Background: an optimization exercise with open tools, aiming at small area. Do not read the settings as production practice. For this run, only the layout was checked, not whether the RTL still works. No activity file was given, so power comes from the tool's default toggle rates.

--- flow/config.mk ---
export PLATFORM = sky130hd
export DESIGN_NAME = ltt
export DESIGN_NICKNAME = ltt
export VERILOG_FILES = /design/flow/design.v
export SDC_FILE = /design/flow/constraint.sdc
export NUM_CORES = 4
export LEC_CHECK = 0
export CAP_MARGIN = 20
export CORE_MARGIN = 2
export CORE_UTILIZATION = 40
export SLEW_MARGIN = 20
--- flow/constraint.sdc ---
create_clock -name core_clock -period 10.0 [get_ports {clk}]
set_input_delay 2.0000 -clock core_clock [delete_from_list [all_inputs] [get_ports {clk}]]
set_output_delay 2.0000 -clock core_clock [all_outputs]
set_load 0.01 [all_outputs]
--- flow/design.v ---
module ltt_timer (
    input  wire        clk,
    input  wire        rst,
    input  wire        do_cfg,       
    input  wire        do_wait,      
    input  wire        do_dis,       
    input  wire        do_cb,        
    input  wire [15:0] a,
    input  wire [15:0] b,
    input  wire [2:0]  ps,
    input  wire        m,
    input  wire [7:0]  n,
    output wire        irq,
    output wire        ticks_zero,
    output wire        wait_done     
);
    reg [15:0] count;
    reg [15:0] compare;
    reg [2:0]  psel;
    reg        mode;
    reg        run;
    reg        ie;
    reg        if_flag;
    reg [9:0]  pdiv;
    reg        cb;
    reg [7:0]  ticks;
    reg        waiting;
    reg [7:0]  wtarget;
    reg [9:0] pdiv_max;
    always @(*) begin
        case (psel)
            3'd1:    pdiv_max = 10'd0;
            3'd2:    pdiv_max = 10'd7;
            3'd3:    pdiv_max = 10'd63;
            3'd4:    pdiv_max = 10'd255;
            default: pdiv_max = 10'd1023;
        endcase
    end
    wire       cnt_ev    = run && (pdiv == pdiv_max);
    wire       at_top    = mode ? (count == compare) : (count == 16'hFFFF);
    wire       fire      = cnt_ev && at_top;
    wire       handler   = if_flag && ie;
    wire       tick_inc  = handler && cb;
    wire [7:0] ticks_inc = ticks + 8'd1;
    wire       complete  = tick_inc && waiting && (ticks_inc == wtarget);
    assign irq        = if_flag && ie;
    assign ticks_zero = (ticks == 8'd0);
    assign wait_done  = complete;
    always @(posedge clk) begin
        if (rst) begin
            count   <= 16'd0;
            compare <= 16'd0;
            psel    <= 3'd0;
            mode    <= 1'b0;
            run     <= 1'b0;
            ie      <= 1'b0;
            if_flag <= 1'b0;
            pdiv    <= 10'd0;
            cb      <= 1'b0;
            ticks   <= 8'd0;
            waiting <= 1'b0;
            wtarget <= 8'd0;
        end else begin
            if (run) begin
                if (pdiv == pdiv_max) begin
                    pdiv  <= 10'd0;
                    count <= at_top ? 16'd0 : count + 16'd1;
                end else begin
                    pdiv <= pdiv + 10'd1;
                end
            end
            if (handler) begin
                if_flag <= 1'b0;
                if (cb)
                    ticks <= complete ? 8'd0 : ticks_inc;
            end
            if (fire)
                if_flag <= 1'b1;
            if (complete) begin
                run     <= 1'b0;
                ie      <= 1'b0;
                if_flag <= 1'b0;
                waiting <= 1'b0;
            end
            if (do_cfg || do_wait) begin
                count   <= a;
                compare <= b;
                psel    <= ps;
                mode    <= m;
                pdiv    <= 10'd0;
                if_flag <= 1'b0;
                ie      <= 1'b1;
                run     <= 1'b1;
            end
            if (do_wait) begin
                if (n == 8'd0) begin
                    ticks   <= 8'd0;
                    run     <= 1'b0;
                    ie      <= 1'b0;
                    if_flag <= 1'b0;
                end else begin
                    wtarget <= n;
                    waiting <= 1'b1;
                end
            end
            if (do_dis) begin
                run     <= 1'b0;
                ie      <= 1'b0;
                if_flag <= 1'b0;
            end
            if (do_cb)
                cb <= 1'b1;
        end
    end
endmodule
module ltt_uart_tx #(
    parameter CLKS_PER_BIT = 104
) (
    input  wire       clk,
    input  wire       rst,
    input  wire       load,
    input  wire [7:0] data,
    output wire       ready,
    output wire       txd
);
    reg       busy;
    reg [9:0] baud;
    reg [3:0] bitn;
    reg [8:0] sh;
    reg       txd_r;
    assign ready = !busy;
    assign txd   = txd_r;
    always @(posedge clk) begin
        if (rst) begin
            busy  <= 1'b0;
            baud  <= 10'd0;
            bitn  <= 4'd0;
            sh    <= 9'h1FF;
            txd_r <= 1'b1;
        end else if (load && !busy) begin
            sh    <= {1'b1, data};
            txd_r <= 1'b0;
            baud  <= 10'd0;
            bitn  <= 4'd0;
            busy  <= 1'b1;
        end else if (busy) begin
            if (baud == CLKS_PER_BIT - 1) begin
                baud <= 10'd0;
                if (bitn == 4'd9) begin
                    busy <= 1'b0;
                end else begin
                    txd_r <= sh[0];
                    sh    <= {1'b1, sh[8:1]};
                    bitn  <= bitn + 4'd1;
                end
            end else begin
                baud <= baud + 10'd1;
            end
        end
    end
endmodule
module ltt_uart_rx #(
    parameter CLKS_PER_BIT = 104
) (
    input  wire       clk,
    input  wire       rst,
    input  wire       rxd,
    output reg        valid,
    output reg  [7:0] data
);
    localparam HALF = CLKS_PER_BIT / 2;
    reg       s1, s2;
    reg       active;
    reg [9:0] baud;
    reg [3:0] bitn;
    reg [7:0] sh;
    always @(posedge clk) begin
        if (rst) begin
            s1     <= 1'b1;
            s2     <= 1'b1;
            active <= 1'b0;
            baud   <= 10'd0;
            bitn   <= 4'd0;
            sh     <= 8'd0;
            valid  <= 1'b0;
            data   <= 8'd0;
        end else begin
            s1    <= rxd;
            s2    <= s1;
            valid <= 1'b0;
            if (!active) begin
                if (!s2) begin
                    active <= 1'b1;
                    baud   <= 10'd0;
                    bitn   <= 4'd0;
                end
            end else if (baud == ((bitn == 4'd0) ? HALF - 1 : CLKS_PER_BIT - 1)) begin
                baud <= 10'd0;
                if (bitn == 4'd0) begin
                    if (s2)
                        active <= 1'b0;          
                    else
                        bitn <= 4'd1;
                end else if (bitn <= 4'd8) begin
                    sh   <= {s2, sh[7:1]};
                    bitn <= bitn + 4'd1;
                end else begin
                    active <= 1'b0;
                    if (s2) begin                
                        valid <= 1'b1;
                        data  <= sh;
                    end
                end
            end else begin
                baud <= baud + 10'd1;
            end
        end
    end
endmodule
module ltt_rx_fifo #(
    parameter DEPTH = 8,
    parameter AW    = 3
) (
    input  wire       clk,
    input  wire       rst,
    input  wire       push,
    input  wire [7:0] wdata,
    input  wire       pop,
    output wire [7:0] rdata,
    output wire       empty
);
    reg [7:0]  mem [0:DEPTH-1];
    reg [AW-1:0] wptr;
    reg [AW-1:0] rptr;
    reg [AW:0]   cnt;
    wire full   = (cnt == DEPTH);
    wire do_pop = pop && !empty;
    wire do_push = push && !full;
    assign empty = (cnt == 0);
    assign rdata = mem[rptr];
    always @(posedge clk) begin
        if (do_push)
            mem[wptr] <= wdata;
    end
    always @(posedge clk) begin
        if (rst) begin
            wptr <= {AW{1'b0}};
            rptr <= {AW{1'b0}};
            cnt  <= {(AW+1){1'b0}};
        end else begin
            if (do_push)
                wptr <= wptr + 1'b1;
            if (do_pop)
                rptr <= rptr + 1'b1;
            case ({do_push, do_pop})
                2'b10:   cnt <= cnt + 1'b1;
                2'b01:   cnt <= cnt - 1'b1;
                default: cnt <= cnt;
            endcase
        end
    end
endmodule
module ltt #(
    parameter CLKS_PER_BIT = 104
) (
    input  wire        clk,
    input  wire        rst,
    input  wire        op_valid,
    input  wire [47:0] op_word,
    output reg         op_done,
    output reg         op_err,
    output reg  [7:0]  op_res,
    output wire        irq,
    output wire        txd,
    input  wire        rxd
);
    localparam S_IDLE  = 3'd0;
    localparam S_WAIT  = 3'd1;
    localparam S_SENDB = 3'd2;
    localparam S_RECVB = 3'd3;
    localparam S_SENDT = 3'd4;
    localparam S_RECVT = 3'd5;
    localparam PW_MAX = 4'd9;
    wire [3:0]  opsel = op_word[47:44];
    wire [15:0] f_a   = op_word[43:28];
    wire [15:0] f_b   = op_word[27:12];
    wire [2:0]  f_ps  = op_word[11:9];
    wire        f_m   = op_word[8];
    wire [7:0]  f_n   = op_word[7:0];
    wire ps_ok  = (f_ps >= 3'd1) && (f_ps <= 3'd5);
    wire accept = op_valid && !op_done;
    reg [2:0] state;
    reg [7:0] tx_byte;    
    reg       bufsel;     
    reg [3:0] idx;        
    reg [7:0] pbuf [0:8];
    reg [7:0] xbuf [0:8];
    reg [3:0] plen;
    reg [3:0] xlen;
    wire [3:0] len    = bufsel ? xlen : plen;
    wire [7:0] buf_rd = bufsel ? xbuf[idx] : pbuf[idx];
    wire ticks_zero;
    wire wait_done;
    reg  t_cfg, t_wait, t_dis, t_cb;
    ltt_timer u_timer (
        .clk        (clk),
        .rst        (rst),
        .do_cfg     (t_cfg),
        .do_wait    (t_wait),
        .do_dis     (t_dis),
        .do_cb      (t_cb),
        .a          (f_a),
        .b          (f_b),
        .ps         (f_ps),
        .m          (f_m),
        .n          (f_n),
        .irq        (irq),
        .ticks_zero (ticks_zero),
        .wait_done  (wait_done)
    );
    reg        tx_load;
    reg  [7:0] tx_data;
    wire       tx_ready;
    ltt_uart_tx #(.CLKS_PER_BIT(CLKS_PER_BIT)) u_tx (
        .clk   (clk),
        .rst   (rst),
        .load  (tx_load),
        .data  (tx_data),
        .ready (tx_ready),
        .txd   (txd)
    );
    wire       rx_valid;
    wire [7:0] rx_data;
    ltt_uart_rx #(.CLKS_PER_BIT(CLKS_PER_BIT)) u_rx (
        .clk   (clk),
        .rst   (rst),
        .rxd   (rxd),
        .valid (rx_valid),
        .data  (rx_data)
    );
    reg        q_pop;
    wire [7:0] q_data;
    wire       q_empty;
    ltt_rx_fifo u_rxq (
        .clk   (clk),
        .rst   (rst),
        .push  (rx_valid),
        .wdata (rx_data),
        .pop   (q_pop),
        .rdata (q_data),
        .empty (q_empty)
    );
    always @(*) begin
        t_cfg   = 1'b0;
        t_wait  = 1'b0;
        t_dis   = 1'b0;
        t_cb    = 1'b0;
        tx_load = 1'b0;
        tx_data = 8'd0;
        q_pop   = 1'b0;
        case (state)
            S_IDLE: if (accept) begin
                case (opsel)
                    4'h1: t_cfg  = ps_ok;
                    4'h2: t_cb   = (f_n == 8'h01);
                    4'h3: t_dis  = 1'b1;
                    4'h4: t_wait = ps_ok && ticks_zero;
                    default: ;
                endcase
            end
            S_SENDB: begin
                tx_load = tx_ready;
                tx_data = tx_byte;
            end
            S_SENDT: begin
                tx_load = tx_ready;
                tx_data = (idx == len) ? 8'h00 : buf_rd;
            end
            S_RECVB, S_RECVT: q_pop = !q_empty;
            default: ;
        endcase
    end
    always @(posedge clk) begin
        if (rst) begin
            state   <= S_IDLE;
            op_done <= 1'b0;
            op_err  <= 1'b0;
            op_res  <= 8'd0;
            tx_byte <= 8'd0;
            bufsel  <= 1'b0;
            idx     <= 4'd0;
            plen    <= 4'd0;
            xlen    <= 4'd0;
        end else begin
            op_done <= 1'b0;
            op_err  <= 1'b0;
            case (state)
                S_IDLE: if (accept) begin
                    case (opsel)
                        4'h1: begin
                            op_done <= 1'b1;
                            op_err  <= !ps_ok;
                        end
                        4'h2: begin
                            op_done <= 1'b1;
                            op_err  <= (f_n > 8'h01);
                        end
                        4'h3: op_done <= 1'b1;
                        4'h4: begin
                            if (!ps_ok || !ticks_zero) begin
                                op_done <= 1'b1;
                                op_err  <= 1'b1;
                            end else if (f_n == 8'd0) begin
                                op_done <= 1'b1;
                            end else begin
                                state <= S_WAIT;
                            end
                        end
                        4'h8: begin
                            tx_byte <= f_n;
                            state   <= S_SENDB;
                        end
                        4'h9: state <= S_RECVB;
                        4'hA: begin
                            bufsel <= f_n[0];
                            idx    <= 4'd0;
                            state  <= S_SENDT;
                        end
                        4'hB: begin
                            bufsel <= f_n[0];
                            if (f_n[0])
                                xlen <= 4'd0;
                            else
                                plen <= 4'd0;
                            state  <= S_RECVT;
                        end
                        default: begin
                            op_done <= 1'b1;
                            op_err  <= 1'b1;
                        end
                    endcase
                end
                S_WAIT: if (wait_done) begin
                    op_done <= 1'b1;
                    state   <= S_IDLE;
                end
                S_SENDB: if (tx_ready) begin
                    op_done <= 1'b1;
                    state   <= S_IDLE;
                end
                S_SENDT: if (tx_ready) begin
                    if (idx == len) begin
                        op_done <= 1'b1;
                        state   <= S_IDLE;
                    end else begin
                        idx <= idx + 4'd1;
                    end
                end
                S_RECVB: if (!q_empty) begin
                    op_res  <= q_data;
                    op_done <= 1'b1;
                    state   <= S_IDLE;
                end
                S_RECVT: if (!q_empty) begin
                    if (q_data == 8'h00) begin
                        op_done <= 1'b1;
                        state   <= S_IDLE;
                    end else if (len == PW_MAX) begin
                        op_done <= 1'b1;        
                        op_err  <= 1'b1;
                        state   <= S_IDLE;
                    end else if (bufsel) begin
                        xlen <= xlen + 4'd1;
                    end else begin
                        plen <= plen + 4'd1;
                    end
                end
                default: state <= S_IDLE;
            endcase
        end
    end
    always @(posedge clk) begin
        if (state == S_RECVT && !q_empty && q_data != 8'h00 && len != PW_MAX) begin
            if (bufsel)
                xbuf[xlen] <= q_data;
            else
                pbuf[plen] <= q_data;
        end
    end
endmodule
--- flow/run.sh ---
#!/bin/bash
# synth_recipe.tcl (not shown) runs the flow's synth.tcl, then flattens the netlist and writes it again
# the make line also repeats each setting of config.mk as NAME=value (left out here)
make -C /OpenROAD-flow-scripts/flow DESIGN_CONFIG=/design/flow/config.mk WORK_HOME=/design/flow/orfs CLKGATE_MAP_FILE= SYNTH_SCRIPT=/design/flow/synth_recipe.tcl finish
==> run summary <==
[flip-flops by register name, indices dropped and copies added, names as in the netlist, 8 cells and up, named ones only]
signal,flops
u_timer.count,16
u_rx.data,8
u_tx.baud,10
u_timer.ticks,8
op_res,8
u_timer.wtarget,8
u_rxq.mem,64
u_timer.pdiv,10
tx_byte,8
u_tx.sh,8
u_timer.compare,16
pbuf,72
u_rx.baud,10
u_rx.sh,8
xbuf,72
[area by class of cell]
type / count / area share [%]
flip-flops and latches: 384 / 50.4
repair buffers: 72 / 3.59
well taps: 539 / 3.48
inverters: 39 / 0.755
multi-input cells: 905 / 35.0
clock inverters: 14 / 0.742
clock buffers: 62 / 6.02
[worst max-delay path, cell delays in order]
cell and delay, ns:
clkdlybuf4s50_1 0.45, or4_1 0.53, nor4_1 0.55, nor2b_1 0.38
o211ai_1 0.20, o221a_2 0.35, o221ai_1 0.06, and3_1 0.18
[per-layer routing]
layer | part of all wire [%] | routed length (um)
met4 | 2.2 | 795
met5 | 0 | 0
met1 | 47 | 16800
met3 | 3.9 | 1390
met2 | 47 | 16700
[kinds of logic (layout without fill, tap and decap cells)]
| group | Yosys count | in the layout |
|---|---|---|
| flip-flops | 384 | 384 |
| XOR/XNOR | 57 | 57 |
| multiplexers | 133 | 133 |
| AO/OA/AOI/OAI | 218 | 218 |
| AND/OR/NAND/NOR | 472 | 472 |
| buffers and inverters | 105 | 187 |
| adder cells (fa/ha/maj) | 25 | 25 |
[through the flow]
stage          total power [uW]  cells  hold slack [ns]
2_1_floorplan              1810   1394            0.389
3_3_place_gp               1860   1939            0.396
3_5_place_dp               1870   1939            0.395
4_1_cts                    3350   2015            0.408
5_1_grt                    3430   2015            0.420
6_report                   3310   2015            0.407
[cell usage after synthesis (all sizes together), types with 8 or more instances]
master and n:
nor2b 8, a311oi 8, nor3 24, a211oi 12, nand3 38, ha 24
or3 8, nor2 132, xnor2 18, and3 18, or2 8, nand2b 19
o21ai 29, mux2i 52, a21oi 89, a221oi 9, nand2 134, and2 14
nor4 10, nand4 11, dfxtp 176, edfxtp 208, inv 39, clkbuf 44
or4 11, mux2 25, buf 21, a31oi 12, mux4 56, xor2 39
[power groups by stage]
stage | Clock [uW] | Sequential [uW] | Combinational (uW)
detailed placement | 0 | 1730 | 140
global placement | 0 | 1720 | 139
CTS | 1510 | 1690 | 141
floorplan | 0 | 1710 | 107
finish | 1480 | 1690 | 141
global route | 1580 | 1690 | 155
[path summary, 6_finish.rpt]
kind	slack (ns)	to	start	cells past startpoint
max	5.77	op_done$_SDFF_PP0_	op_word[7]	8
min	0.41	u_rx.s2$_SDFF_PP1_	u_rx.s1$_SDFF_PP1_	1
max reg2reg	5.91	pbuf[4][4]$_DFFE_PP_	register	7
min reg2reg	0.41	u_rx.s2$_SDFF_PP1_	u_rx.s1$_SDFF_PP1_	1
==> reports/metrics.yaml <==
synthesis:
  async_flop_share_pct: 0
  syn_area_sq_mm: 0.0170
  yosysSeqAreaShare_pct: 57.4
  postSynthAreaPerCell_sq_um: 12.2
  netlist_instances: 1394
  synth_area_leaders: "edfxtp_1 37%, dfxtp_1 21%, mux4_2 5.7%"
  synth_nets: 1471
  synth_compound_area_share_pct: 8.47
  synth_mux_area_share_pct: 12.5
  ys_ff_latch: 384
  synth_top_area_share_pct: 36.7
  synthSimpleGateAreaFrac_pct: 14.1
  yosysUniqueCellTypes: 86
  synth_xor_area_share_pct: 2.93
  synth_top_area_cell: "edfxtp_1"
  yosysWarnings: 5
  synth_flop_cell: "edfxtp_1"
  synth-edff-count: 208
  synth_top_family_by_area: "simple AND/OR/NAND/NOR gates"
  yosys.area_share.adder_pct: 1.88
run:
  drv_cap: 0
grt:
  grtUsageMet1_pct: 22.7
  first_global_vias: 10400
  antenna_found_initial: 0
  grt_max_degree: 76
  grt_util_met2_pct: 26.1
  grt_pass1_wl_um: 57300
  grt_most_used_layer: "met2"
  use_met3_pct: 2.94
  overflow: 0
  grt.total_usage_pct: 16.3
floorplanning:
  die_h_um: 210
  start_util_pct: 40.6
  coreArea_sq_mm: 0.0419
  pin_count: 64
  rows: 75
  die_area_sq_mm: 0.0442
  die_w_um: 210
critical_path:
  cp-end-kind: "register"
  cp_max_fo: 4
  critical_path_class: "primary input to register"
  worstPathArrival_ns: 4.71
  required_ns: 10.48
  worst_setup_path_start_kind: "primary input"
timing:
  worst_pin_slew_ns: 1.04
  final.period_utilization_pct: 42.3
  finalHoldViolCount: 0
  rsz0062_at_grt: "no"
  skew_ns: 0.0202
  finalSetupViolCount: 0
  period_needed_ns: 4.23
  slew_violations: 0
  fin_setup_tns_ns: 0
  timing.final.ws_setup_ns: 5.77
  max_freq_ghz: 0.236
  slew_headroom_pct: 30.6
placement:
  placed_area_sq_mm: 0.0181
  port_buffers: 63
  place_ws_ns: 5.32
  dp_hpwl_um: 23600
  gp_congestion: 0.794
clocking:
  cts_max_level: 2
  clock_path_buffers: 3
  cts_resized: 0
  clock-sinks: 384
  clk_latency_ns: 0.55
  postCtsSetupRepairBufs: 0
  cts_buffers: 42
  clk_pin_slew_ns: 0.06
  cts_tree: "built"
  cts_root_buf: "clkbuf_16"
  cts.hold.buffers_added: 0
pwr:
  intPower_uw: 2590
  switching_power_uw: 719
  p_comb_share_pct: 4.3
  p_seq_share_pct: 51.1
  power_frac_clock_pct: 44.6
  max-vdd-ir-drop_v: 0.000147
  switching_share_pct: 21.7
  power_density_mw_per_mm2: 171
  leakage_uw: 0.00646
cells_and_area:
  fill_cells: 3742
  mostFrequentLayoutCells: "208 x edfxtp_1, 175 x dfxtp_1, 134 x nand2_1"
  final_nets: 1521
  final_area_sq_mm: 0.0194
  antennaDiodeCount: 0
  drive_above_1_share_pct: 11.3
  utilization_pct: 46.2
  multi_input_area_sq_mm: 0.00678
  final_common_cell: "edfxtp_1"
  seqCellArea_sq_mm: 0.00977
  area_delta_synth_final_pct: 13.9
drt:
  wl_per_cell_um: 17.7
  firstDrtPassIters: 5
  vias_per_cell: 5.37
  drtAntennaViolNets: 0
  first_iter_violations: 603
  routed_wl_um: 35700
  route.detailed.drc: 0
  vias: 10800
min_path:
  worstHoldPathType: "register to register"
run_status:
  status: "finished clean"

## static timing again, ports no longer ideal
No port has a modelled driver above. Below, the same layout with a new extraction and two added sets of constraints.
Step 1 sets driving cells, clkbuf_16 on the clock port and buf_2 on the other inputs (assumed; they add their load-dependent delay and slew).
Step 2, shift: input delay + t, output delay - t, t = (earliest + latest rising clock arrival at the registers) / 2. This alone moves slack from input paths to output paths.
Slacks: ideal ports / drivers / drivers and shift; pairs: ideal ports / drivers.
shift t [ns]: 0.591
setup slack, ns: 5.771 / 5.802 / 5.211
worst hold slack (ns): 0.407 / 0.407 / 0.407
latest minus earliest clock arrival (ns): 0.020 / 0.020
worst register clock-pin slew, ns: 0.06 / 0.06
After both steps this run still meets setup and hold. For this run, drivers alone change the setup slack by +0.031 ns; drivers and shift together by -0.560 ns.
